What follows belongs to an exercise in optimizing a design on an open flow for small area; a production flow would make more cautious choices. Function was checked by simulation only, so behaviour that the tests miss may differ from the original. The clock port is modelled as an ideal driver; clocking choices that lean on that would not hold on a real chip. Power figures rest on the tool's default switching activity, not on a simulated workload.

**flow/run.sh**
```bash
#!/bin/bash
# Layout flow: the standard ORFS flow (standard.sh) with three changes.
#  1. After the standard synthesis, its combinational logic is re-mapped for
#     area by ABC (flow/reopt.sh); registers, full adders and tie cells are
#     kept exactly as the standard synthesis made them.
#  2. Port buffers use the smallest buffer cell (buf_1).
#  3. The clock tree is built from clkbuf_8 cells, without dummy loads.
# Each tool's output goes to a log file of its own in this folder.
set -euo pipefail
W=$(pwd)
RES=$W/orfs/results/sky130hd/servoscale/base
export BUFFER_PORTS_ARGS="-buffer_cell sky130_fd_sc_hd__buf_1"
export CTS_ARGS="-sink_clustering_enable -repair_clock_nets -buf_list sky130_fd_sc_hd__clkbuf_8 -root_buf sky130_fd_sc_hd__clkbuf_8 -dont_use_dummy_load"
bash standard.sh synth > log_1_synth.log 2>&1
cp $RES/1_2_yosys.v $W/synth_standard.v
bash flow/reopt.sh $W/synth_standard.v $W/synth_reopt.v ${FLOW_TOP:-servoscale} $W/log_2_reopt.log
cp $W/synth_reopt.v $RES/1_2_yosys.v
rm -f $RES/1_synth.odb $RES/1_synth.sdc
bash standard.sh finish > log_3_finish.log 2>&1
```
**flow/abc_area.scr**
```
strash
&get -n
&st
&deepsyn -T 120
&dch -f
&nf -a -R 1000
&put
topo
```
**flow/reopt.sh**
```bash
#!/bin/bash
# usage: reopt.sh in.v out.v top log
set -euo pipefail
here=$(cd "$(dirname "$0")" && pwd)
in=$1; out=$2; top=$3; log=$4
FH=${FLOW_HOME:-/OpenROAD-flow-scripts/flow}
LIB=$FH/platforms/sky130hd/lib/sky130_fd_sc_hd__tt_025C_1v80.lib
YOSYS=$FH/../tools/install/yosys/bin/yosys
DU=$(grep -o 'sky130_fd_sc_hd__lpflow[a-z0-9_]*\|sky130_fd_sc_hd__probe[a-z0-9_]*' $FH/platforms/sky130hd/config.mk | sort -u | sed 's/^/-dont_use /' | tr '\n' ' ')
KEEP=$(grep -o 'sky130_fd_sc_hd__[a-z0-9_]*' $in | sort -u | grep -E 'df|fa_|conb' | sed 's/^/setattr -mod -set keep_hierarchy 1 /')
sed -e "s|@LIB@|$LIB|g" -e "s|@IN@|$in|" -e "s|@OUT@|$out|" -e "s|@TOP@|$top|g" -e "s|@DONTUSE@|$DU|" -e "s|@SCRIPT@|$here/abc_area.scr|" $here/reopt.ys.in | awk -v k="$KEEP" '{ if ($0=="@KEEP@") print k; else print }' > $(dirname $log)/reopt.ys
$YOSYS -s $(dirname $log)/reopt.ys > $log 2>&1
```
**flow/reopt.ys.in**
```
# Area-oriented re-mapping of the standard synthesis's combinational logic.
# Registers, full adders and tie cells are kept as they are (same instances,
# names and cell types); everything else is re-mapped by ABC for area.
read_liberty -overwrite -setattr liberty_cell -ignore_miss_func @LIB@
read_verilog @IN@
hierarchy -top @TOP@
@KEEP@
flatten
opt_clean
abc -liberty @LIB@ @DONTUSE@ -script @SCRIPT@ @TOP@
opt_clean -purge
hilomap -singleton -hicell sky130_fd_sc_hd__conb_1 HI -locell sky130_fd_sc_hd__conb_1 LO
splitnets
opt_clean -purge
insbuf -buf sky130_fd_sc_hd__buf_4 A X
opt_clean -purge
stat -liberty @LIB@
select -module @TOP@
write_verilog -noattr -nohex -nodec -selected @OUT@
```
**standard.sh**
```bash
#!/bin/bash
# synth_recipe.tcl (not shown) runs the flow's synth.tcl, then flattens the netlist and writes it again
# the make line also repeats each setting of config.mk as NAME=value (left out here)
make -C /OpenROAD-flow-scripts/flow DESIGN_CONFIG=/design/flow/config.mk WORK_HOME=/design/flow/orfs CLKGATE_MAP_FILE= SYNTH_SCRIPT=/design/flow/synth_recipe.tcl "${@:-finish}"
```
**config.mk**
```make
export PLATFORM = sky130hd
export DESIGN_NAME = servoscale
export DESIGN_NICKNAME = servoscale
export VERILOG_FILES = /design/flow/design.v
export SDC_FILE = /design/flow/constraint.sdc
export NUM_CORES = 4
export LEC_CHECK = 0
export CAP_MARGIN = 20
export CORE_MARGIN = 2
export CORE_UTILIZATION = 40
export PLACE_DENSITY = 0.6
export SLEW_MARGIN = 20
```
**constraint.sdc**
```tcl
create_clock -name core_clock -period 100.0 [get_ports {clk}]
set_input_delay 20.0000 -clock core_clock [delete_from_list [all_inputs] [get_ports {clk}]]
set_output_delay 20.0000 -clock core_clock [all_outputs]
set_load 0.01 [all_outputs]
```
**design.v**
```verilog
module servoscale (
    input  wire        clk,
    input  wire        rst,
    input  wire        ppm_in,
    output wire        ppm_out,
    output wire [1:0]  ind,
    output wire        rear_en,
    output wire [15:0] raw_us,
    output wire        raw_strobe
);
    localparam [2:0] S_IDLE  = 3'b000;
    localparam [2:0] S_FWDL  = 3'b001;
    localparam [2:0] S_BRAKE = 3'b010;
    localparam [2:0] S_REV   = 3'b011;
    localparam [2:0] S_STOP  = 3'b100;
    localparam [2:0] S_FWDF  = 3'b101;
    localparam [2:0] S_CENT  = 3'b110;
    localparam [2:0] P_ALIGN = 3'd0;
    localparam [2:0] P_WAIT  = 3'd1;
    localparam [2:0] P_MEAS  = 3'd2;
    localparam [2:0] P_C1    = 3'd3;
    localparam [2:0] P_PRE   = 3'd4;
    localparam [2:0] P_DIV   = 3'd5;
    localparam [2:0] P_FIN   = 3'd6;
    localparam [2:0] P_EMIT  = 3'd7;
    reg  [2:0]  ph;
    reg  [14:0] A;
    reg  [14:0] K;
    reg  [13:0] R;
    reg  [3:0]  pc;
    reg  [3:0]  r;
    reg  [2:0]  S;
    reg  [1:0]  Dw;
    reg  [4:0]  B;
    assign ppm_out    = (ph == P_EMIT);
    assign raw_strobe = (ph == P_C1);
    assign raw_us     = {2'b00, R};
    assign ind        = {S[2] & S[1], S[0] & ~S[2]};
    assign rear_en    = S[1] & ~S[2];
    wire cent  = (S == S_CENT);
    wire fwd   = S[0] & ~S[1];
    wire sdone = (S == S_IDLE);          
    wire tick  = (pc == 4'd9);
    function automatic uge(input [14:0] x, input [14:0] c);    
        integer i;
        reg g;
        begin
            g = 1'b1;
            for (i = 0; i < 15; i = i + 1)
                g = c[i] ? (x[i] & g) : (x[i] | g);
            uge = g;
        end
    endfunction
    localparam [14:0] C1500 = 15'd1500;    
    reg         sK, sC1, sC2, sH, dec, cin;
    wire [14:0] Y   = ({15{sK}} & K) | ({15{sC1}} & C1500) | ({15{sC2}} & ~C1500)
                    | {sH, 14'd0} | {15{dec}};
    wire [15:0] cy;
    wire [14:0] sum;
    assign cy[0] = cin;
    genvar gi;
    generate
        for (gi = 0; gi < 15; gi = gi + 1) begin : g_add
            assign sum[gi]  = A[gi] ^ Y[gi] ^ cy[gi];
            assign cy[gi+1] = (A[gi] & Y[gi]) | (cy[gi] & (A[gi] ^ Y[gi]));
        end
    endgenerate
    wire        co  = cy[15];
    wire sneg  = sum[14] & sum[13];
    wire neg   = sneg | ~uge(sum, 15'd1461);    
    wire pos   = ~sneg & uge(sum, 15'd1540);    
    wire full  = ~sneg & uge(sum, 15'd1800);    
    wire mid   = ~neg & ~pos;
    wire dwell = &Dw;                        
    wire plaus = ~uge({1'b0, R}, 15'd3001);   
    wire avail = (B < 5'd15);
    reg  [2:0] N;         
    always @(*) begin
        N = fwd ? S_FWDL : S;
        case (S)
            S_IDLE:          if (neg) N = S_REV;   else if (pos) N = S_FWDL;
            S_REV:           if (pos) N = S_FWDL;  else if (mid & dwell) N = S_IDLE;
            S_FWDL, S_FWDF:  if (neg) N = S_BRAKE; else if (mid & dwell) N = S_STOP;
            S_STOP:          if (pos) N = S_FWDL;  else if (neg) N = S_BRAKE;
            S_BRAKE:         if (pos) N = S_FWDL;  else if (mid & dwell) N = S_IDLE;
            default: ;
        endcase
    end
    wire       n_fwd  = (N == S_FWDL);
    wire       change = n_fwd ? ~fwd : (N != S);
    wire [2:0] S_new  = (n_fwd & full & avail) ? S_FWDF : N;
    wire       divide = (S_new == S_FWDL) | (S_new == S_REV);
    wire       sg = A[14];
    wire       b  = A[13] ^ sg;
    reg        qb;
    reg  [3:0] rn;
    always @(*) begin
        if (sdone) begin                       
            qb = (r >= 4'd5);
            rn = {(qb ? r[2:0] - 3'd5 : r[2:0]), b};
        end else if (S[1]) begin               
            qb = r[1] | (r[0] & b);
            rn = {2'b00, qb ? (r[1] ? {b, ~b} : 2'b00) : {r[0], b}};
        end else begin                         
            qb = r[2] | (r[1] & (r[0] | b));
            case ({r[2:0], b})
                4'b0000: rn = 4'd0;  4'b0001: rn = 4'd1;
                4'b0010: rn = 4'd2;  4'b0011: rn = 4'd3;
                4'b0100: rn = 4'd4;  4'b0101: rn = 4'd0;
                4'b0110: rn = 4'd1;  4'b0111: rn = 4'd2;
                4'b1000: rn = 4'd3;  4'b1001: rn = 4'd4;
                default: rn = 4'd0;
            endcase
        end
    end
    reg        ld, selR, sh, wrK;
    reg [2:0]  ph_n;
    reg [3:0]  pc_n;
    always @(*) begin
        sK = 1'b0; sC1 = 1'b0; sC2 = 1'b0; sH = 1'b0; dec = 1'b0; cin = 1'b0;
        ld = 1'b0; selR = 1'b0; sh = 1'b0; wrK = 1'b0;
        ph_n = ph;
        pc_n = pc + 4'd1;
        case (ph)
            P_ALIGN: begin
                ld   = 1'b1;
                pc_n = 4'd0;
                if (!ppm_in) ph_n = P_WAIT;
            end
            P_WAIT: begin
                if (ppm_in) ph_n = P_MEAS;
                else        pc_n = 4'd0;
            end
            P_MEAS: begin
                if (ppm_in) begin
                    cin = tick;
                    if (tick) pc_n = 4'd0;
                end else begin
                    ph_n = P_C1;
                end
            end
            P_C1: begin
                sK   = 1'b1;
                pc_n = 4'd0;
                if (cent) begin
                    ld = 1'b1;
                    if (plaus && B >= 5'd20) begin
                        ph_n = P_PRE;
                    end else begin
                        selR = 1'b1;
                        wrK  = plaus && B >= 5'd10;
                        ph_n = P_EMIT;
                    end
                end else begin
                    ph_n = divide ? P_PRE : P_EMIT;
                end
            end
            P_PRE: begin
                pc_n = 4'd0;
                if (sdone) begin
                    sK  = 1'b1;
                end else begin
                    sC2 = 1'b1;
                    cin = ~(A[14] & A[13]) & uge(A, 15'd1500);    
                end
                ph_n = P_DIV;
            end
            P_DIV: begin
                sh = 1'b1;
                if (pc == 4'd14 || (sdone && pc == 4'd13)) ph_n = P_FIN;
            end
            P_FIN: begin
                pc_n = 4'd0;
                if (sdone) begin
                    sH   = 1'b1;
                    cin  = ~sg | (r == 4'd9);
                    wrK  = 1'b1;
                    ld   = 1'b1;
                    selR = 1'b1;
                end else begin
                    sC1 = 1'b1;
                    cin = sg;
                end
                ph_n = P_EMIT;
            end
            default: begin   
                dec = tick;
                if (tick) begin
                    pc_n = 4'd0;
                    if (!co) ph_n = P_ALIGN;
                end
            end
        endcase
    end
    wire [14:0] ldval = {1'b0, R} & {15{selR}};
    always @(posedge clk) begin
        pc <= pc_n;
        r  <= (ph == P_DIV) ? rn : 4'd0;
        if (ld)      A <= ldval;
        else if (sh) A <= {sg, A[12:0], qb ^ sg ^ sdone};
        else         A <= sum;
        if (rst) begin
            ph <= P_ALIGN;
            K  <= -15'sd15000;
            R  <= 14'd0;
            S  <= S_CENT;
            Dw <= 2'd0;
            B  <= 5'd0;
        end else begin
            ph <= ph_n;
            if (wrK) K <= sum;
            if (ph == P_MEAS && !ppm_in) R <= A[13:0];
            if (ph == P_C1) begin
                if (cent) begin
                    if (!plaus) begin
                        if (B == 5'd0) B <= 5'd1;
                    end else if (B >= 5'd20) begin
                        S  <= S_IDLE;
                        B  <= 5'd0;
                        Dw <= 2'd0;
                    end else begin
                        B <= B + 5'd1;
                    end
                end else begin
                    S <= S_new;
                    if (change)      Dw <= 2'd0;
                    else if (!dwell) Dw <= Dw + 2'd1;
                    if (n_fwd) B <= (B >= 5'd14) ? 5'd30 : B + 5'd1;
                    else if (B != 5'd0) B <= B - 5'd1;
                end
            end
        end
    end
endmodule
```
==> summary.txt, run 1 <==
status timing/DRC/antenna clean; CP dominant cell by count fa_1; Max clock buf depth 2; core area 8260 um^2; grt ovf 0; Clock transition at path regs 60 ps; cell area after placement 3530 um^2; via count 3023; CTS Hold Buffers Added 0; Post-CTS Setup Inserts 0; WHS Path Cells 2; Nets 446; Max-slew headroom 0.326; dpl hpwl 6200 um; global placer's final weighted congestion 0.903; Setup Crit Path Kind in2reg; Min-Delay Path Class reg2reg; CTS tree yes; RSZ-0062 raised after global routing no; pwr dens 15.5 nW/um^2; # IOs 24; Die Y 96.3 um; combinational power share 0.186; Peak Freq 35.8 MHz; Post-Route Skew 27.2 ps; worst r2r src S[1]$_SDFFE_PP1P_; DR WL/cell 16.4 um; Crit path arrival time 28200 ps; final worst path period need 27960 ps; DIE AREA 9280 um^2; Residual DRC 0; Final TNS setup 0 ps; Leak Pwr 0.00121 uW; Setup crit start ppm_in; Sequential Power Share 0.510; layout cells sized above 1 0.0329; Num Clock Sinks 65; Fin. Hold Viols 0; vias in the first global route 2720; Worst-Margin Slew 1000 ps; largest net degree at the start of global routing 19; worst r2r dst B[1]$_SDFFE_PP0P_; R2R Setup Slk 90350 ps; antenna violations before repair 0; Root Buffer clkbuf_8; critical path peak fanout 6; WL final 8710 um; die width 96.3 um; Slew Viols, Final 0; YS warnings 1; # rows 33; total CTS buffers 9; Clock Latency Late Sink 350 ps; initial core utilization 0.413; clock share of power 0.303; syn_area_per_cell 8.38 um^2; crit path to B[1]$_SDFFE_PP0P_; DRT Pass-1 Iters 5; CP Capture Type register; r2r worst-path depth 29; n_diodes 0; CP max stage cell fa_1; Mapped Area 3410 um^2; Slowest Stage Delay on Critical Path 550 ps; Peak VDD IR 0.00000683 V; Area Overhead vs Synth 7.34%; Port-buffer cells 21; Psw 17.8 uW; Syn Inst Count 407; GRT Overall Usage 0.199; Finished Cell Area 3660 um^2; cts repair resizes 0; Tcrit/Tclk final 0.280; DR vias/cell 5.69; Switching Fraction 0.315; DR iter-0 viols 139; max_cap viols 0; crit start category primary input; post-route ant nets 0; Req. time, crit path 100240 ps; H-tree levels 3; first-pass GRT wire length 14000 um; Final setup viols 0; internal power 38.9 uW
[per-stage QoR]
step | hold WS [ps] | util | setup slack, ps | power, uW | instances
after CTS | 460 | 0.443 | 72080 | 56.8 | 531
after global routing | 476 | 0.443 | 71460 | 59.8 | 531
after detailed placement | 445 | 0.428 | 71770 | 39.9 | 522
after floorplan | 425 | - | 72480 | 36.7 | 408
final | 460 | 0.443 | 72040 | 56.7 | 531
after global placement | 438 | 0.428 | 71900 | 39.9 | 522
[metal layers]
layer | part of all wire | vias up | track usage
met5 | 0 | - | 0
met4 | 0.014 | 0 | 0.0599
met3 | 0.052 | 12 | 0.0517
met2 | 0.47 | 92 | 0.330
met1 | 0.46 | 1428 | 0.255
li1 | - | 1491 | -
[final cells by class]
cell class,count,area (um^2)
Inverter,24,90.1
Multi-Input combinational cell,303,1900
Sequential cell,65,1310
Fill cell,867,4600
Clock buffer,9,124
Tap cell,105,131
Timing Repair Buffer,25,109
[state kept, by name, summed over array words and instances (netlist names)]
register and flops:
A 15, K 15, R 14, B 5, pc 4, r 4, S 3, ph 3
Dw 2
[power groups by stage]
stage               Combinational (uW)  Sequential, uW  Clock [uW]
floorplan                         7.67            29.1           0
finish                            10.6            28.9        17.2
global placement                  10.3            29.5           0
CTS                               10.5            28.9        17.4
global route                      11.9            29.2        18.6
detailed placement                10.4            29.5           0
[worst min-delay path by stage]
stage                      start  slack, ps           endpoint
2_1_floorplan  K[0]$_SDFFE_PP0P_        430  K[0]$_SDFFE_PP0P_
3_3_place_gp   K[1]$_SDFFE_PP0P_        440  K[1]$_SDFFE_PP0P_
3_5_place_dp   K[2]$_SDFFE_PP0P_        440  K[2]$_SDFFE_PP0P_
4_1_cts        K[2]$_SDFFE_PP0P_        460  K[2]$_SDFFE_PP0P_
5_1_grt        K[4]$_SDFFE_PP0P_        480  K[4]$_SDFFE_PP0P_
6_report       K[2]$_SDFFE_PP0P_        460  K[2]$_SDFFE_PP0P_
[critical path, delay by kind of cell]
| kind | cells | cell delay [ps] |
|---|---|---|
| xor+xnor | 1 | 200 |
| simple gates | 4 | 810 |
| fa+ha+maj | 15 | 5590 |
| buf+inv | 5 | 490 |
| compound gates | 4 | 1080 |
[cell usage in the layout (no fill, tap or decap), types with 2 or more instances in the layout]
master and count:
dfxtp_1 64, nor2_1 47, nand2_1 47, a21oi_1 38, o21ai_0 32, clkinv_1 24
buf_1 21, fa_1 15, a22o_1 14, nor3_1 10, nand3_1 9, clkbuf_8 9
o221ai_1 8, nor2b_1 8, a211oi_1 7, a22oi_1 6, nor4_1 5, a31oi_1 5
a21o_1 4, nand2b_1 4, buf_4 4, or2_0 3, and2_0 3, xor2_1 3
o22ai_1 3, or3_1 2, a41o_1 2, o31ai_1 2, a31o_1 2, xnor2_1 2
o21bai_1 2, a311oi_1 2, nor3b_1 2, o41ai_1 2, conb_1 2
==> run 2, diff against run 1 <==
--- a/flow/run.sh
+++ b/flow/run.sh
@@ -6,3 +6,6 @@
 #  2. Port buffers use the smallest buffer cell (buf_1).
-#  3. The clock tree is built from clkbuf_8 cells, without dummy loads.
+#  3. The clock tree is a single level of four clkbuf_8 cells, one per
+#     quadrant of the clock sinks (flow/cts_hook.tcl), instead of TritonCTS's
+#     H-tree; the rest of ORFS's CTS step (placement legalisation, timing
+#     repair) runs as usual.
 # Each tool's output goes to a log file of its own in this folder.
@@ -12,3 +15,5 @@
 export BUFFER_PORTS_ARGS="-buffer_cell sky130_fd_sc_hd__buf_1"
-export CTS_ARGS="-sink_clustering_enable -repair_clock_nets -buf_list sky130_fd_sc_hd__clkbuf_8 -root_buf sky130_fd_sc_hd__clkbuf_8 -dont_use_dummy_load"
+export PRE_CTS_TCL=$W/flow/cts_hook.tcl
+export CTS_CLOCK_NET=clk CTS_GX=2 CTS_GY=2 CTS_LEAF_BUF=sky130_fd_sc_hd__clkbuf_8
+export CTS_ARGS="-clk_nets clk -buf_list sky130_fd_sc_hd__clkbuf_8 -root_buf sky130_fd_sc_hd__clkbuf_8 -dont_use_dummy_load"
 bash standard.sh synth > log_1_synth.log 2>&1
==> flow/cts_hook.tcl (new file) <==
# PRE_CTS hook: a small balanced clock tree built by hand. The clock sinks
# are split into a CTS_GX x CTS_GY grid of groups of equal size, and each
# group gets one clock buffer placed at the centroid of its sinks, driven
# straight from the clock port (so the port drives CTS_GX*CTS_GY cells).
# clock_tree_synthesis then runs on the clock net with nothing left to do.
set block [ord::get_db_block]
set dbu [$block getDefUnits]
set clk_net [get_nets $::env(CTS_CLOCK_NET)]
set lst {}
foreach pin [get_pins -of_objects $clk_net] {
  if {[get_property $pin direction] ne "input"} continue
  set inst [$block findInst [string map {[ \\[ ] \\]} [get_full_name [$pin instance]]]]
  set loc [$inst getLocation]
  lappend lst [list [lindex $loc 0] [lindex $loc 1] $pin]
}
set n [llength $lst]
set GX $::env(CTS_GX)
set GY $::env(CTS_GY)
set lst [lsort -integer -index 0 $lst]
set perx [expr {int(ceil(double($n) / $GX))}]
set g 0
for {set i 0} {$i < $GX} {incr i} {
  set col [lsort -integer -index 1 [lrange $lst [expr {$i * $perx}] [expr {($i + 1) * $perx - 1}]]]
  set pery [expr {int(ceil(double([llength $col]) / $GY))}]
  for {set j 0} {$j < $GY} {incr j} {
    set grp [lrange $col [expr {$j * $pery}] [expr {($j + 1) * $pery - 1}]]
    if {[llength $grp] == 0} continue
    set sx 0
    set sy 0
    set pins {}
    foreach e $grp {
      set sx [expr {$sx + [lindex $e 0]}]
      set sy [expr {$sy + [lindex $e 1]}]
      lappend pins [lindex $e 2]
    }
    set cx [expr {double($sx) / [llength $grp] / $dbu}]
    set cy [expr {double($sy) / [llength $grp] / $dbu}]
    insert_buffer -buffer_cell $::env(CTS_LEAF_BUF) -net $::env(CTS_CLOCK_NET) \
      -load_pins $pins -location [list $cx $cy] -buffer_name clkbuf_leaf_$g
    puts "clock buffer clkbuf_leaf_$g: [llength $grp] sinks at ($cx, $cy)"
    incr g
  }
}
set_propagated_clock [all_clocks]
==> summary.txt, run 2 <==
met3 Use GR 0.0117 (-0.0399); critical path peak fanout 6 (unchanged); GRT Overall Usage 0.185 (-0.0141); Worst-Margin Slew 1060 ps (+54.5 ps); Die Y 96.3 um (unchanged); internal power 34.6 uW (-11%); CP max stage cell fa_1; DIE AREA 9280 um^2 (unchanged); crit start category primary input; post-route ant nets 0 (unchanged); clock share of power 0.211 (-0.092); Max-slew headroom 0.289 (-0.0367); combinational power share 0.211 (+0.025); Leak Pwr 0.00118 uW (-3.0%); cts repair resizes 0 (unchanged); Peak VDD IR 0.00000636 V (-6.9%); max_cap viols 0 (unchanged); final core utilization 0.435 (-0.00833); Residual DRC 0 (unchanged); Setup Crit Path Kind in2reg; largest net degree at the start of global routing 19 (unchanged); Mapped Area 3410 um^2 (unchanged); final worst path period need 28130 ps (+166 ps); status timing/DRC/antenna clean; global placer's final weighted congestion 0.903 (unchanged); YS warnings 1 (unchanged); DR iter-0 viols 159 (+14%); Slew Viols, Final 0 (unchanged); initial core utilization 0.413 (unchanged); first-pass GRT wire length 13800 um (-1.6%); RSZ-0062 raised after global routing no; Port-buffer cells 21 (unchanged); CP Capture Type register; CTS Hold Buffers Added 0 (unchanged); die width 96.3 um (unchanged); Final TNS setup 0 ps (unchanged); # rows 33 (unchanged); CP dominant cell by count fa_1; n_diodes 0 (unchanged); Crit path arrival time 28210 ps (about the same); WL final 8530 um (-2.1%); grt ovf 0 (unchanged); Area Overhead vs Synth 5.32%; Post-CTS Setup Inserts 0 (unchanged); Min-Delay Path Class reg2reg; via count 2957 (-2.2%); top flop regs A (15), K (15), R (14); GRT Max-Usage Layer met2; core area 8260 um^2 (unchanged); Final setup viols 0 (unchanged); Sequential Power Share 0.578 (+0.068); Peak Freq 35.5 MHz (-0.59%); most frequent cells in the layout dfxtp_1 (64), nor2_1 (47), nand2_1 (47), a21oi_1 (38), o21ai_0 (32); Clock transition at path regs 100 ps (+40 ps); Post-Route Skew 9.18 ps (-18.0 ps); M2 GR Usage 0.319 (-0.0110); Tcrit/Tclk final 0.281 (+0.00166); DR WL/cell 16.2 um (-1.1%); met1 Usage GRT 0.261 (+0.00630); Fin. Hold Viols 0 (unchanged); pwr dens 13.9 nW/um^2 (-10%); # IOs 24 (unchanged); Syn Inst Count 407 (unchanged); most common cell after layout, fill and taps aside dfxtp_1; antenna violations before repair 0 (unchanged); dpl hpwl 6200 um (unchanged); layout cells sized above 1 0.0214 (-0.0115); total power draw 50.0 uW (-12%); DRT Pass-1 Iters 4 (-1); Switching Fraction 0.309 (-0.00566); Clock Latency Late Sink 160 ps (-190 ps); Req. time, crit path 100080 ps (-160 ps); syn_area_per_cell 8.38 um^2 (unchanged); vias in the first global route 2664 (-2.1%); Slowest Stage Delay on Critical Path 550 ps (about the same); DR vias/cell 5.62 (-1.3%); Nets 441 (-1.1%); Psw 15.5 uW (-13%)
[run 2: metal layers]
layer	up-vias	wire, um
li1	1481	-
met1	1408	4090
met2	58	3960
met3	10	346
met4	0	127
met5	-	0
[run 2: path summary, 6_finish.rpt]
check	slack [ps]	end	cells after the start	from
setup reg to reg	90310	B[1]$_SDFFE_PP0P_	30	S[1]$_SDFFE_PP1P_
setup / recovery	71870	B[1]$_SDFFE_PP0P_	30	ppm_in
hold / removal	470	K[4]$_SDFFE_PP0P_	2	K[4]$_SDFFE_PP0P_
hold reg to reg	470	K[4]$_SDFFE_PP0P_	2	K[4]$_SDFFE_PP0P_
[run 2: layout make-up, without the clock buffers]
cell class	instances	area, um^2
multi-input cells	303	1900
fillers	866	4670
well taps	105	131
flip-flops and latches	65	1310
repair buffers	25	109
inverters	24	90.1
[run 2: power by group through the flow]
stage,sequential (uW),combinational (uW),clock [uW]
finish,28.9,10.6,10.5
global route,29.2,12.0,12.0
CTS,28.9,10.5,10.9
detailed placement,29.5,10.4,0
global placement,29.5,10.3,0
floorplan,29.1,7.67,0
[run 2: per-stage QoR]
step | cells | setup WS, ps | hold slack, ps | instance area [um^2]
2_1_floorplan | 408 | 72480 | 425 | 3410
3_3_place_gp | 522 | 71900 | 438 | 3530
3_5_place_dp | 522 | 71770 | 445 | 3530
4_1_cts | 526 | 71920 | 471 | 3590
5_1_grt | 526 | 71290 | 486 | 3590
6_report | 526 | 71870 | 472 | 3590
[run 2: critical path, delay by kind of cell]
kind                     cells  cell delay [ps]
adder cells (fa/ha/maj)     15             5590
AND/OR/NAND/NOR              6             1150
AO/OA/AOI/OAI                4              890
buffers and inverters        4              400
XOR/XNOR                     1              150
==> run 3, diff against run 2 <==
--- a/design.v
+++ b/design.v
@@ -76,14 +76,8 @@
     wire avail = (B < 5'd15);
-    reg  [2:0] N;         
-    always @(*) begin
-        N = fwd ? S_FWDL : S;
-        case (S)
-            S_IDLE:          if (neg) N = S_REV;   else if (pos) N = S_FWDL;
-            S_REV:           if (pos) N = S_FWDL;  else if (mid & dwell) N = S_IDLE;
-            S_FWDL, S_FWDF:  if (neg) N = S_BRAKE; else if (mid & dwell) N = S_STOP;
-            S_STOP:          if (pos) N = S_FWDL;  else if (neg) N = S_BRAKE;
-            S_BRAKE:         if (pos) N = S_FWDL;  else if (mid & dwell) N = S_IDLE;
-            default: ;
-        endcase
-    end
+    wire       s_ir   = (S == S_IDLE) | (S == S_REV);
+    wire       s_fs   = fwd | (S == S_STOP);
+    wire [2:0] N      = pos ? S_FWDL :
+                        neg ? (s_ir ? S_REV : S_BRAKE) :
+                        dwell ? (s_fs ? S_STOP : S_IDLE) :
+                        (fwd ? S_FWDL : S);
     wire       n_fwd  = (N == S_FWDL);
==> summary.txt, run 3 <==
post-route ant nets 0 (unchanged); pwr dens 11.4 nW/um^2 (-18%); YS warnings 1 (unchanged); # IOs 24 (unchanged); critical path peak fanout 5 (-1); Slowest Stage Delay on Critical Path 520 ps (-30 ps); Mapped Area 3400 um^2 (-0.33%); max_cap viols 0 (unchanged); Final setup viols 0 (unchanged); Fin. Hold Viols 0 (unchanged); first-pass GRT wire length 13600 um (-1.2%); r2r worst-path depth 35 (+17%); Syn Inst Count 402 (-1.2%); Max-slew headroom 0.339 (+0.0504); CP max stage cell fa_1; grt ovf 0 (unchanged); final worst path period need 28580 ps (+453 ps); Cells after DPL 518 (-0.77%); Clock transition at path regs 110 ps (about the same); via count 2934 (-0.78%); Tcrit/Tclk final 0.286 (+0.00453); Final TNS setup 0 ps (unchanged); Peak Freq 35.0 MHz (-1.6%); # rows 33 (unchanged); final core utilization 0.438 (+0.00295); crit start category primary input; Leak Pwr 0.00119 uW (+1.3%); Area Overhead vs Synth 5.85%; worst r2r src S[1]$_SDFFE_PP1P_; R2R Setup Slk 90100 ps (-210 ps); Port-buffer cells 21 (unchanged); Finished Cell Area 3600 um^2 (+0.17%); DIE AREA 9250 um^2 (-0.31%); DR WL/cell 15.5 um (-4.1%); top flop regs A (15), K (15), R (14); Residual DRC 0 (unchanged); antenna violations before repair 0 (unchanged); crit path to B[3]$_SDFFE_PP0P_; largest net degree at the start of global routing 19 (unchanged); cell area after placement 3530 um^2 (-0.11%); die width 96.2 um (-0.16%); Fill cells 816 (-5.8%); DR iter-0 viols 172 (+8.2%); initial core utilization 0.414 (+0.000705); Die Y 96.2 um (-0.16%); pre-CTS WS 71340 ps (-430 ps); Peak VDD IR 0.00000552 V (-13%); fin cells 523 (-0.57%); number of cells on the critical path 34 (+13%); final worst slack 71420 ps (-453 ps); DR vias/cell 5.61 (-0.21%); most common cell after layout, fill and taps aside dfxtp_1; worst r2r dst B[3]$_SDFFE_PP0P_; n_diodes 0 (unchanged); status timing/DRC/antenna clean; WL final 8130 um (-4.7%); core area 8220 um^2 (-0.50%); Min-Delay Path Class reg2reg; global placer's final weighted congestion 0.883 (-2.2%); CP Capture Type register; cts repair resizes 0 (unchanged); Post-CTS Setup Inserts 0 (unchanged); syn_area_per_cell 8.46 um^2 (+0.91%); layout cells sized above 1 0.0215 (+0.000153); RSZ-0062 raised after global routing no; number of buffers and inverters on the critical path 4 (unchanged); GRT Overall Usage 0.182 (-0.00337); Slew Viols, Final 0 (unchanged); Worst-Margin Slew 987 ps (-68.2 ps); vias in the first global route 2792 (+4.8%); Setup Crit Path Kind in2reg; Req. time, crit path 100080 ps (about the same); dpl hpwl 6210 um (+0.12%); Crit path arrival time 28660 ps (+450 ps); Nets 438 (-0.68%); delay-heaviest family, CP adder cells; Setup crit start ppm_in; most frequent cells in the layout dfxtp_1 (64), nand2_1 (46), a21oi_1 (45), nor2_1 (40), o21ai_0 (37); Clock Latency Late Sink 160 ps (about the same); Post-Route Skew 11.2 ps (+2.00 ps); CP dominant cell by count fa_1; DRT Pass-1 Iters 4 (unchanged); CTS Hold Buffers Added 0 (unchanged)
[run 3: tightest hold or removal path: stages (launching register included)]
cell,delay [ps]
dfxtp_1,340
nand2_1,40
o21ai_0,60
[run 3: how the worst min path moves through the flow]
stage                       from                 to  slack [ps]  depth (start not counted)
3_5_place_dp   K[7]$_SDFFE_PP0P_  K[7]$_SDFFE_PP0P_         450                          2
6_report       K[7]$_SDFFE_PP0P_  K[7]$_SDFFE_PP0P_         470                          2
2_1_floorplan  K[0]$_SDFFE_PP0P_  K[0]$_SDFFE_PP0P_         430                          2
5_1_grt             A[7]$_DFF_P_  R[7]$_SDFFE_PP0P_         500                          1
3_3_place_gp   K[7]$_SDFFE_PP0P_  K[7]$_SDFFE_PP0P_         440                          2
4_1_cts        K[1]$_SDFFE_PP0P_  K[1]$_SDFFE_PP0P_         470                          2
[run 3: routing by layer]
| metal | GRT usage | part of all wire | vias to the layer above |
|---|---|---|---|
| met4 | 0.0214 | 0.012 | 0 |
| met3 | 0.00783 | 0.032 | 7 |
| met1 | 0.282 | 0.52 | 1407 |
| met2 | 0.286 | 0.43 | 53 |
| li1 | - | - | 1467 |
| met5 | 0 | 0 | - |
[run 3: report_power, final]
group          total, uW  internal, uW  switching [uW]
sequential          26.7          26.3           0.467
clock               10.4          3.72            6.73
combinational       3.89          1.30            2.59
[run 3: cell type report, without the clock buffers]
class                      instances  area (um^2)  area share
multi-input combinational        297         1880       0.522
inverter                          25         93.8      0.0261
sequential                        65         1310       0.364
timing repair buffer              27          129      0.0358
tap                              105          131      0.0365
[run 3: through the flow]
stage	power [uW]	hold WS, ps
global route	42.7	496
global placement	31.1	437
detailed placement	31.2	449
floorplan	30.0	425
CTS	41.3	474
finish	41.1	469
==> run 4, diff against run 3 <==
--- a/flow/run.sh
+++ b/flow/run.sh
@@ -20,3 +20,3 @@
 cp $RES/1_2_yosys.v $W/synth_standard.v
-bash flow/reopt.sh $W/synth_standard.v $W/synth_reopt.v ${FLOW_TOP:-servoscale} $W/log_2_reopt.log
+bash flow/reopt.sh $W/synth_standard.v $W/synth_reopt.v ${FLOW_TOP:-servoscale} $W/log_2_reopt > $W/log_2_reopt.log 2>&1
 cp $W/synth_reopt.v $RES/1_2_yosys.v
==> flow/abc_area.scr (replaced) <==
strash
&get -n
&st
&deepsyn -T 90 -S @SEED@
&dch -f
&nf -a -R 1000
&put
topo
==> flow/reopt.sh (replaced) <==
#!/bin/bash
# usage: reopt.sh in.v out.v top logprefix
# Re-maps the standard synthesis's combinational logic for area with ABC
# (reopt.ys.in, abc_area.scr), keeping every register, full adder and tie
# cell instance as it is. ABC's deep synthesis is randomised, so it is run
# with four seeds in parallel and the smallest result is kept.
set -euo pipefail
here=$(cd "$(dirname "$0")" && pwd)
in=$1; out=$2; top=$3; log=$4
FH=${FLOW_HOME:-/OpenROAD-flow-scripts/flow}
LIB=$FH/platforms/sky130hd/lib/sky130_fd_sc_hd__tt_025C_1v80.lib
YOSYS=$FH/../tools/install/yosys/bin/yosys
DU=$(grep -o 'sky130_fd_sc_hd__lpflow[a-z0-9_]*\|sky130_fd_sc_hd__probe[a-z0-9_]*' $FH/platforms/sky130hd/config.mk | sort -u | sed 's/^/-dont_use /' | tr '\n' ' ')
KEEP=$(grep -o 'sky130_fd_sc_hd__[a-z0-9_]*' $in | sort -u | grep -E 'df|fa_|conb' | sed 's/^/setattr -mod -set keep_hierarchy 1 /')
d=$(dirname $log)
for S in 1 2 3 4; do
  sed "s/@SEED@/$S/" $here/abc_area.scr > $d/abc_area_$S.scr
  sed -e "s|@LIB@|$LIB|g" -e "s|@IN@|$in|" -e "s|@OUT@|${out%.v}_$S.v|" -e "s|@TOP@|$top|g" \
      -e "s|@DONTUSE@|$DU|" -e "s|@SCRIPT@|$d/abc_area_$S.scr|" $here/reopt.ys.in \
    | awk -v k="$KEEP" '{ if ($0=="@KEEP@") print k; else print }' > $d/reopt_$S.ys
  $YOSYS -s $d/reopt_$S.ys > ${log}_$S.log 2>&1 &
done
wait
best=""; bestA=""
for S in 1 2 3 4; do
  a=$(grep "Chip area for module '\\\\$top'" ${log}_$S.log | tail -1 | awk '{print $NF}')
  echo "seed $S: area $a"
  if [ -n "$a" ] && { [ -z "$bestA" ] || awk "BEGIN{exit !($a < $bestA)}"; }; then best=$S; bestA=$a; fi
done
echo "kept seed $best (area $bestA)"
cp ${out%.v}_$best.v $out
--- a/config.mk
+++ b/config.mk
@@ -9,4 +9,4 @@
 export CORE_MARGIN = 2
-export CORE_UTILIZATION = 40
-export PLACE_DENSITY = 0.6
+export CORE_UTILIZATION = 80
+export PLACE_DENSITY = 0.9
 export SLEW_MARGIN = 20
==> summary.txt, run 4 <==
status timing/DRC/antenna clean; fin cells 461 (-12%); Setup crit start ppm_in; Final setup viols 0 (unchanged); DR WL/cell 18.2 um (+17%); CP Capture Type register; CTS Hold Buffers Added 0 (unchanged); Setup Crit Path Kind in2reg; core area 4030 um^2 (-51%); worst r2r src ph[0]$_SDFFE_PP0P_; critical path peak fanout 6 (+1); layout cells sized above 1 0.0170 (-0.00450); Slowest Stage Delay on Critical Path 570 ps (+50 ps); Worst-Margin Slew 999 ps (+11.6 ps); YS warnings 1 (unchanged); Port-buffer cells 21 (unchanged); pwr dens 12.3 nW/um^2 (+7.6%); Fill cells 244 (-70%); first-pass GRT wire length 13100 um (-4.3%); grt ovf 0 (unchanged); CP dominant cell by count fa_1; cts repair resizes 0 (unchanged); Leak Pwr 0.00118 uW (-1.2%); syn_area_per_cell 8.43 um^2 (-0.36%); delay-heaviest family, CP adder cells; Max-slew headroom 0.332 (-0.00779); Syn Inst Count 399 (-0.75%); DR vias/cell 6.86 (+22%); die width 68.8 um (-28%); Req. time, crit path 100070 ps (about the same); Nets 431 (-1.6%); # IOs 24 (unchanged); CP max stage cell a21boi_0; Post-Route Skew 11.3 ps (+0.155 ps); max_cap viols 0 (unchanged); DRT Pass-1 Iters 5 (+1); Final TNS setup 0 ps (unchanged); Slew Viols, Final 0 (unchanged); Cells after DPL 457 (-12%); Peak Freq 33.6 MHz (-3.9%); Mapped Area 3360 um^2 (-1.1%); largest net degree at the start of global routing 18 (-1); Area Overhead vs Synth 3.28%; top flop regs A (15), K (15), R (14); critical hold path startpoint K[1]$_SDFFE_PP0P_; Peak VDD IR 0.0000105 V (+90%); global placer's final weighted congestion 0.938 (+6.2%); antenna violations before repair 0 (unchanged); post-route ant nets 0 (unchanged); Crit path arrival time 29810 ps (+1150 ps); initial core utilization 0.834 (+0.421); via count 3163 (+7.8%); number of buffers and inverters on the critical path 3 (-1); DIE AREA 4740 um^2 (-49%); vias in the first global route 2749 (-1.5%); Min-Delay Path Class reg2reg; Fin. Hold Viols 0 (unchanged); most frequent cells in the layout dfxtp_1 (64), nor2_1 (49), nand2_1 (41), a21oi_1 (41), o21ai_0 (38); n_diodes 0 (unchanged); Clock transition at path regs 100 ps (about the same); most common cell after layout, fill and taps aside dfxtp_1; final worst path period need 29740 ps (+1160 ps); GRT Overall Usage 0.368 (+0.186); WL final 8390 um (+3.2%); Post-CTS Setup Inserts 0 (unchanged); Die Y 68.8 um (-28%); dpl hpwl 6340 um (+2.1%); RSZ-0062 raised after global routing no; DR iter-0 viols 333 (+94%); Clock Latency Late Sink 160 ps (about the same); # rows 23 (-30%); crit start category primary input; Tcrit/Tclk final 0.297 (+0.0116); Residual DRC 0 (unchanged)
## run 4: changes by cell type in the layout (fill, tap and decap cells not counted), moves of 3 or more
cell     previous run  this run
a21oi_1            45        41
buf_4               5         2
nand2_1            46        41
nor2_1             40        49
o22ai_1             3         0
## run 4: layer usage
layer / part of all wire / vias to the layer above / track usage
met4: 0.018 / 0 / 0.0662
li1: - / 1450 / -
met3: 0.10 / 21 / 0.0455
met2: 0.48 / 221 / 0.626
met5: 0 / - / 0
met1: 0.40 / 1471 / 0.510
## run 4: final timing paths
check / slack, ps / to / depth (start not counted)
max: 70260 / B[2]$_SDFFE_PP0P_ / 33
min: 470 / K[1]$_SDFFE_PP0P_ / 2
max reg2reg: 89440 / B[2]$_SDFFE_PP0P_ / 33
min reg2reg: 470 / K[1]$_SDFFE_PP0P_ / 2
## run 4: final cells by class, without the clock buffers
type	count	area, um^2	area share
sequential	65	1310	0.378
multi-input combinational	296	1860	0.537
timing repair buffer	23	93.8	0.0270
tap	50	62.6	0.0180
inverter	23	86.3	0.0249
## run 4: per-stage QoR
stage               total power [uW]  area (um^2)  setup WS [ps]  hold slack, ps   util
detailed placement              32.5         3410          70570             446  0.846
global route                    43.8         3470          69740             492  0.862
CTS                             42.3         3460          70580             470  0.860
global placement                32.3         3410          70990             434  0.846
floorplan                       31.1         3370          71600             425      -
finish                          42.6         3470          70260             469  0.862
## run 4: power breakdown
part | total [uW] | switching (uW) | internal [uW]
sequential | 27.3 | 0.780 | 26.5
clock | 10.4 | 6.67 | 3.72
combinational | 4.97 | 3.32 | 1.65
total | 42.6 | 10.8 | 31.9
## run 4: worst reg2reg max path: cells and delay by family, from the launching register on
family                     cells  cell delay [ps]
adders and majority gates     15             5690
buffers and inverters          2              150
DFF                            1              570
and+or+nand+nor                8             2070
AOI/OAI and AO/OA              8             2020
==> run 5, diff against run 4 <==
--- a/config.mk
+++ b/config.mk
@@ -9,4 +9,4 @@
 export CORE_MARGIN = 2
-export CORE_UTILIZATION = 80
-export PLACE_DENSITY = 0.9
+export CORE_UTILIZATION = 65
+export PLACE_DENSITY = 0.8
 export SLEW_MARGIN = 20
==> summary.txt, run 5 <==
status timing/DRC/antenna clean; largest net degree at the start of global routing 18 (unchanged); Clock Latency Late Sink 160 ps (about the same); Port-buffer cells 21 (unchanged); final worst slack 70360 ps (+100 ps); Worst-Margin Slew 989 ps (-10.3 ps); CP max stage cell a21boi_0; Area Overhead vs Synth 4.01%; Max-slew headroom 0.338 (+0.00686); pre-CTS WS 70330 ps (-237 ps); CP Capture Type register; GRT Overall Usage 0.274 (-0.0937); Post-Route Skew 7.60 ps (-3.73 ps); CTS Hold Buffers Added 0 (unchanged); Leak Pwr 0.00114 uW (-2.9%); Sequential Power Share 0.640 (about the same); first-pass GRT wire length 13500 um (+3.5%); most common cell after layout, fill and taps aside dfxtp_1; Min-Delay Path Class reg2reg; DR WL/cell 16.1 um (-11%); Residual DRC 0 (unchanged); top flop regs A (15), K (15), R (14); R2R Setup Slk 89430 ps (about the same); Setup Crit Path Kind in2reg; dpl hpwl 5880 um (-7.2%); cts repair resizes 0 (unchanged); final worst path period need 29640 ps (-100 ps); worst r2r dst B[4]$_SDFFE_PP0P_; DIE AREA 5780 um^2 (+22%); Slowest Stage Delay on Critical Path 720 ps (+150 ps); Crit path arrival time 29700 ps (-110 ps); crit start category primary input; Post-CTS Setup Inserts 0 (unchanged); antenna violations before repair 0 (unchanged); global placer's final weighted congestion 0.900 (-4.0%); FF+latch area 1310 um^2 (unchanged); core area 5040 um^2 (+25%); Fin. Hold Viols 0 (unchanged); n_diodes 0 (unchanged); Nets 432 (+0.23%); Tcrit/Tclk final 0.296 (-0.00100); clock share of power 0.246 (+0.002); Switching Fraction 0.253 (+0.000278); Multi-input gate area 1860 um^2 (-0.34%); YS warnings 1 (unchanged); Slew Viols, Final 0 (unchanged); Die Y 76.0 um (+10%); post-route ant nets 0 (unchanged); WHS Path Cells 2 (unchanged); DRT Pass-1 Iters 5 (unchanged); Syn Inst Count 400 (+0.25%); critical hold path startpoint K[1]$_SDFFE_PP0P_; initial core utilization 0.668 (-0.166); critical path peak fanout 8 (+2); Req. time, crit path 100060 ps (about the same); Psw 10.7 uW (-0.34%); CP dominant cell by count fa_1; grt ovf 0 (unchanged); WL final 7780 um (-7.2%); r2r worst-path depth 37 (+12%); Mapped Area 3370 um^2 (+0.26%); fin cells 482 (+4.6%); pwr dens 12.1 nW/um^2 (-1.4%); total power draw 42.4 uW (-0.45%); DR iter-0 viols 262 (-21%); # IOs 24 (unchanged); # rows 26 (+13%); worst hold endpoint K[1]$_SDFFE_PP0P_; die width 76.0 um (+10%); layout cells sized above 1 0.0170 (-0.0000413); Final setup viols 0 (unchanged); vias in the first global route 2734 (-0.55%); Peak VDD IR 0.0000111 V (+5.4%); Final TNS setup 0 ps (unchanged); Clock transition at path regs 110 ps (about the same); via count 3024 (-4.4%); combinational power share 0.114 (-0.003); internal power 31.7 uW (-0.49%); Peak Freq 33.7 MHz (+0.34%); most frequent cells in the layout dfxtp_1 (64), nor2_1 (45), a21oi_1 (43), nand2_1 (39), o21ai_0 (35); max_cap viols 0 (unchanged); RSZ-0062 raised after global routing no; Fill cells 423 (+73%); syn_area_per_cell 8.43 um^2 (about the same); DR vias/cell 6.27 (-8.6%); worst r2r src ph[0]$_SDFFE_PP0P_; Cells after DPL 478 (+4.6%)
==> run 5: worst max-delay path, delay by kind of cell <==
family	cells	cell delay (ps)
AO/OA/AOI/OAI	9	2340
adder cells (fa/ha/maj)	15	5630
buffers and inverters	5	500
AND/OR/NAND/NOR	9	1220
==> run 5: final cells by class, without the clock buffers <==
type / instances / share of cell area
inverter: 27 / 0.0289
multi-input combinational: 293 / 0.530
sequential: 65 / 0.374
tap: 70 / 0.0250
timing repair buffer: 23 / 0.0268
==> run 5: worst max path at each step <==
stage / startpoint / to / cells after the start
after floorplan: ppm_in / B[4]$_SDFFE_PP0P_ / 37
after global placement: ppm_in / B[4]$_SDFFE_PP0P_ / 38
after detailed placement: ppm_in / B[4]$_SDFFE_PP0P_ / 38
after CTS: ppm_in / B[4]$_SDFFE_PP0P_ / 38
after global routing: ppm_in / B[4]$_SDFFE_PP0P_ / 38
final: ppm_in / B[4]$_SDFFE_PP0P_ / 38
==> run 5: through the flow <==
| stage | cell area, um^2 | utilization | hold WS, ps |
|---|---|---|---|
| after global placement | 3440 | 0.683 | 437 |
| after global routing | 3510 | 0.695 | 489 |
| after floorplan | 3370 | - | 425 |
| final | 3510 | 0.695 | 467 |
| after detailed placement | 3440 | 0.683 | 443 |
| after CTS | 3500 | 0.694 | 467 |
==> run 5: routing by layer <==
metal,GRT usage,routed length (um)
met4,0.0400,129
met2,0.418,3310
met3,0.0273,634
met1,0.434,3710
met5,0,0
==> run 5: power groups by stage <==
stage               clock [uW]  combinational (uW)  sequential [uW]
finish                    10.4                4.85             27.2
global route              11.3                5.39             27.3
CTS                       10.4                4.70             27.1
detailed placement           0                4.67             27.7
global placement             0                4.58             27.7
floorplan                    0                3.47             27.5
==> run 6, diff against run 5 <==
==> flow/reopt.sh (replaced) <==
#!/bin/bash
# usage: reopt.sh in.v out.v top logprefix
# Re-maps the standard synthesis's combinational logic for area with ABC
# (reopt.ys.in, abc_area.scr), keeping every register, full adder and tie
# cell instance as it is. ABC's deep synthesis is randomised, so each round
# runs it with four seeds in parallel; the second round starts from the
# smallest result of the first, and the smallest result overall is kept.
set -euo pipefail
here=$(cd "$(dirname "$0")" && pwd)
in=$1; out=$2; top=$3; log=$4
FH=${FLOW_HOME:-/OpenROAD-flow-scripts/flow}
LIB=$FH/platforms/sky130hd/lib/sky130_fd_sc_hd__tt_025C_1v80.lib
YOSYS=$FH/../tools/install/yosys/bin/yosys
DU=$(grep -o 'sky130_fd_sc_hd__lpflow[a-z0-9_]*\|sky130_fd_sc_hd__probe[a-z0-9_]*' $FH/platforms/sky130hd/config.mk | sort -u | sed 's/^/-dont_use /' | tr '\n' ' ')
KEEP=$(grep -o 'sky130_fd_sc_hd__[a-z0-9_]*' $in | sort -u | grep -E 'df|fa_|conb' | sed 's/^/setattr -mod -set keep_hierarchy 1 /')
d=$(dirname $log)
best=""; bestA=""
src=$in
for round in 1 2; do
  for k in 1 2 3 4; do
    S=$(( (round - 1) * 4 + k ))
    sed "s/@SEED@/$S/" $here/abc_area.scr > $d/abc_area_$S.scr
    sed -e "s|@LIB@|$LIB|g" -e "s|@IN@|$src|" -e "s|@OUT@|${out%.v}_$S.v|" -e "s|@TOP@|$top|g" \
        -e "s|@DONTUSE@|$DU|" -e "s|@SCRIPT@|$d/abc_area_$S.scr|" $here/reopt.ys.in \
      | awk -v k="$KEEP" '{ if ($0=="@KEEP@") print k; else print }' > $d/reopt_$S.ys
    $YOSYS -s $d/reopt_$S.ys > ${log}_$S.log 2>&1 &
  done
  wait
  for k in 1 2 3 4; do
    S=$(( (round - 1) * 4 + k ))
    a=$(grep "Chip area for module '\\\\$top'" ${log}_$S.log | tail -1 | awk '{print $NF}')
    echo "round $round seed $S: area $a"
    if [ -n "$a" ] && { [ -z "$bestA" ] || awk "BEGIN{exit !($a < $bestA)}"; }; then best=$S; bestA=$a; fi
  done
  src=${out%.v}_$best.v
done
echo "kept seed $best (area $bestA)"
cp ${out%.v}_$best.v $out
==> summary.txt, run 6 <==
DIE AREA 5740 um^2 (-0.63%); cts repair resizes 0 (unchanged); # rows 26 (unchanged); top flop regs A (15), K (15), R (14); YS warnings 1 (unchanged); Crit path arrival time 28680 ps (-1020 ps); n_diodes 0 (unchanged); CP dominant cell by count fa_1; most frequent cells in the layout dfxtp_1 (64), a21oi_1 (41), nor2_1 (40), nand2_1 (39), o21ai_0 (37); Port-buffer cells 21 (unchanged); Clock transition at path regs 110 ps (about the same); critical hold path startpoint K[0]$_SDFFE_PP0P_; Syn Inst Count 388 (-3.0%); Worst-Margin Slew 1090 ps (+104 ps); Slowest Stage Delay on Critical Path 570 ps (-150 ps); Leak Pwr 0.00115 uW (+0.90%); Psw 10.4 uW (-2.8%); WHS Path Cells 2 (unchanged); R2R Setup Slk 90290 ps (+860 ps); global placer's final weighted congestion 0.939 (+4.3%); dpl hpwl 5960 um (+1.3%); Sequential Power Share 0.645 (+0.005); antenna violations before repair 0 (unchanged); Die Y 75.8 um (-0.32%); initial core utilization 0.664 (-0.00447); DR iter-0 viols 322 (+23%); final core utilization 0.689 (-0.00596); crit start category primary input; internal power 31.6 uW (-0.51%); Fin. Hold Viols 0 (unchanged); DR vias/cell 6.24 (-0.61%); Switching Fraction 0.249 (-0.00435); total power draw 42.0 uW (-1.1%); clock share of power 0.250 (+0.004); RSZ-0062 raised after global routing no; Finished Cell Area 3480 um^2 (-0.86%); worst r2r dst B[2]$_SDFFE_PP0P_; worst hold endpoint K[0]$_SDFFE_PP0P_; CP max stage cell fa_1; combinational power share 0.105 (-0.009); Min-Delay Path Class reg2reg; via count 2937 (-2.9%); grt ovf 0 (unchanged); layout cells sized above 1 0.0175 (+0.000466); Peak Freq 34.9 MHz (+3.5%); CTS Hold Buffers Added 0 (unchanged); # IOs 24 (unchanged); Post-CTS Setup Inserts 0 (unchanged); max_cap viols 0 (unchanged); critical path peak fanout 6 (-2); Tcrit/Tclk final 0.286 (-0.0102); Residual DRC 0 (unchanged); first-pass GRT wire length 12400 um (-8.3%); Final setup viols 0 (unchanged); largest net degree at the start of global routing 18 (unchanged); cell area after placement 3420 um^2 (-0.62%); worst r2r src ph[2]$_SDFFE_PP0P_; final worst path period need 28630 ps (-1020 ps); syn_area_per_cell 8.63 um^2 (+2.4%); Clock Latency Late Sink 160 ps (about the same); Fill cells 440 (+4.0%); WL final 7940 um (+2.0%); status timing/DRC/antenna clean; die width 75.8 um (-0.32%); Post-Route Skew 11.0 ps (+3.37 ps); Setup Crit Path Kind in2reg; Final TNS setup 0 ps (unchanged); Mapped Area 3350 um^2 (-0.67%); Req. time, crit path 100060 ps (about the same); r2r worst-path depth 32 (-14%); DRT Pass-1 Iters 5 (unchanged); CP Capture Type register; hold_ws 470 ps (+2.43 ps); Slew Viols, Final 0 (unchanged); GRT Overall Usage 0.278 (+0.00378); most common cell after layout, fill and taps aside dfxtp_1; pwr dens 12.1 nW/um^2 (-0.23%); core area 5040 um^2 (unchanged); DR WL/cell 16.9 um (+4.3%); post-route ant nets 0 (unchanged); vias in the first global route 2466 (-9.8%); Area Overhead vs Synth 3.81%; Peak VDD IR 0.0000111 V (+0.45%); Max-slew headroom 0.267 (-0.0715); Nets 421 (-2.5%)
==> run 6: area by class of cell, without the clock buffers <==
cell class / count / area [um^2] / share of cell area
sequential: 65 / 1310 / 0.377
tap: 70 / 87.6 / 0.0252
multi-input combinational: 283 / 1830 / 0.526
timing repair buffer: 24 / 101 / 0.0292
inverter: 25 / 93.8 / 0.0270
==> run 6: worst max-delay path by stage <==
stage	start	end	slack (ps)	cells after the start
6_report	ppm_in	B[2]$_SDFFE_PP0P_	71370	34
5_1_grt	ppm_in	B[3]$_SDFFE_PP0P_	70780	33
4_1_cts	ppm_in	B[2]$_SDFFE_PP0P_	71430	34
3_5_place_dp	ppm_in	B[2]$_SDFFE_PP0P_	71260	34
3_3_place_gp	ppm_in	B[2]$_SDFFE_PP0P_	71510	34
2_1_floorplan	ppm_in	B[2]$_SDFFE_PP0P_	71970	33
==> run 6: power by group through the flow <==
stage	clock, uW	combinational (uW)	sequential, uW
after floorplan	0	3.20	27.5
after global placement	0	4.20	27.6
after detailed placement	0	4.30	27.7
after CTS	10.4	4.32	27.1
after global routing	11.4	4.84	27.1
final	10.5	4.42	27.1
==> run 6: layer usage <==
| metal | part of all wire | wire (um) | global-route usage |
|---|---|---|---|
| met1 | 0.48 | 3810 | 0.456 |
| met2 | 0.43 | 3400 | 0.402 |
| met3 | 0.082 | 653 | 0.0331 |
| met4 | 0.010 | 82 | 0.0273 |
| met5 | 0 | 0 | 0 |
==> run 6: metrics by stage <==
step | setup WS [ps] | instances
2_1_floorplan | 71970 | 389
3_3_place_gp | 71510 | 467
3_5_place_dp | 71260 | 467
4_1_cts | 71430 | 471
5_1_grt | 70780 | 471
6_report | 71370 | 471
==> run 6: worst max-delay path, delay by kind of cell <==
kind | cells | cell delay (ps)
buffers and inverters | 3 | 250
XOR/XNOR | 1 | 120
AO/OA/AOI/OAI | 9 | 1800
adder cells (fa/ha/maj) | 15 | 5630
AND/OR/NAND/NOR | 6 | 900

## static timing again, ports no longer ideal
In the flow no input, the clock included, has a driving cell. The finished layouts below were timed again as built, in two steps.
Step 1 sets driving cells, clkbuf_16 on the clock port and buf_2 on the other inputs (assumed; they add their load-dependent delay and slew).
Step 2 adds t to the input delays and takes it off the output delays; t is the mean of the earliest and latest rising clock arrival at the registers after step 1. Input paths then give back, and output paths get back, about the clock's delay inside the block.
a / b / c = ideal ports / drivers / drivers and shift; a / b = the first two.
run	shift t [ns]	setup WS [ns]	worst setup path after step 2	clock arrival spread, ns	slew at the worst register clock pin (ns)
run 1	0.369	72.036 / 72.045 / 71.676	input to register	0.027 / 0.028	0.08 / 0.08
run 2	0.223	71.870 / 71.913 / 71.691	input to register	0.009 / 0.009	0.11 / 0.11
run 3	0.224	71.417 / 71.456 / 71.232	input to register	0.011 / 0.011	0.11 / 0.11
run 4	0.214	70.258 / 70.295 / 70.080	input to register	0.012 / 0.011	0.11 / 0.11
run 5	0.221	70.358 / 70.399 / 70.179	input to register	0.008 / 0.007	0.11 / 0.11
run 6	0.222	71.374 / 71.414 / 71.193	input to register	0.011 / 0.011	0.11 / 0.11
After both steps every run listed still meets setup and hold. The setup slack of run 1, which loses most, moves by +0.009 ns with the drivers and by -0.360 ns with both steps.
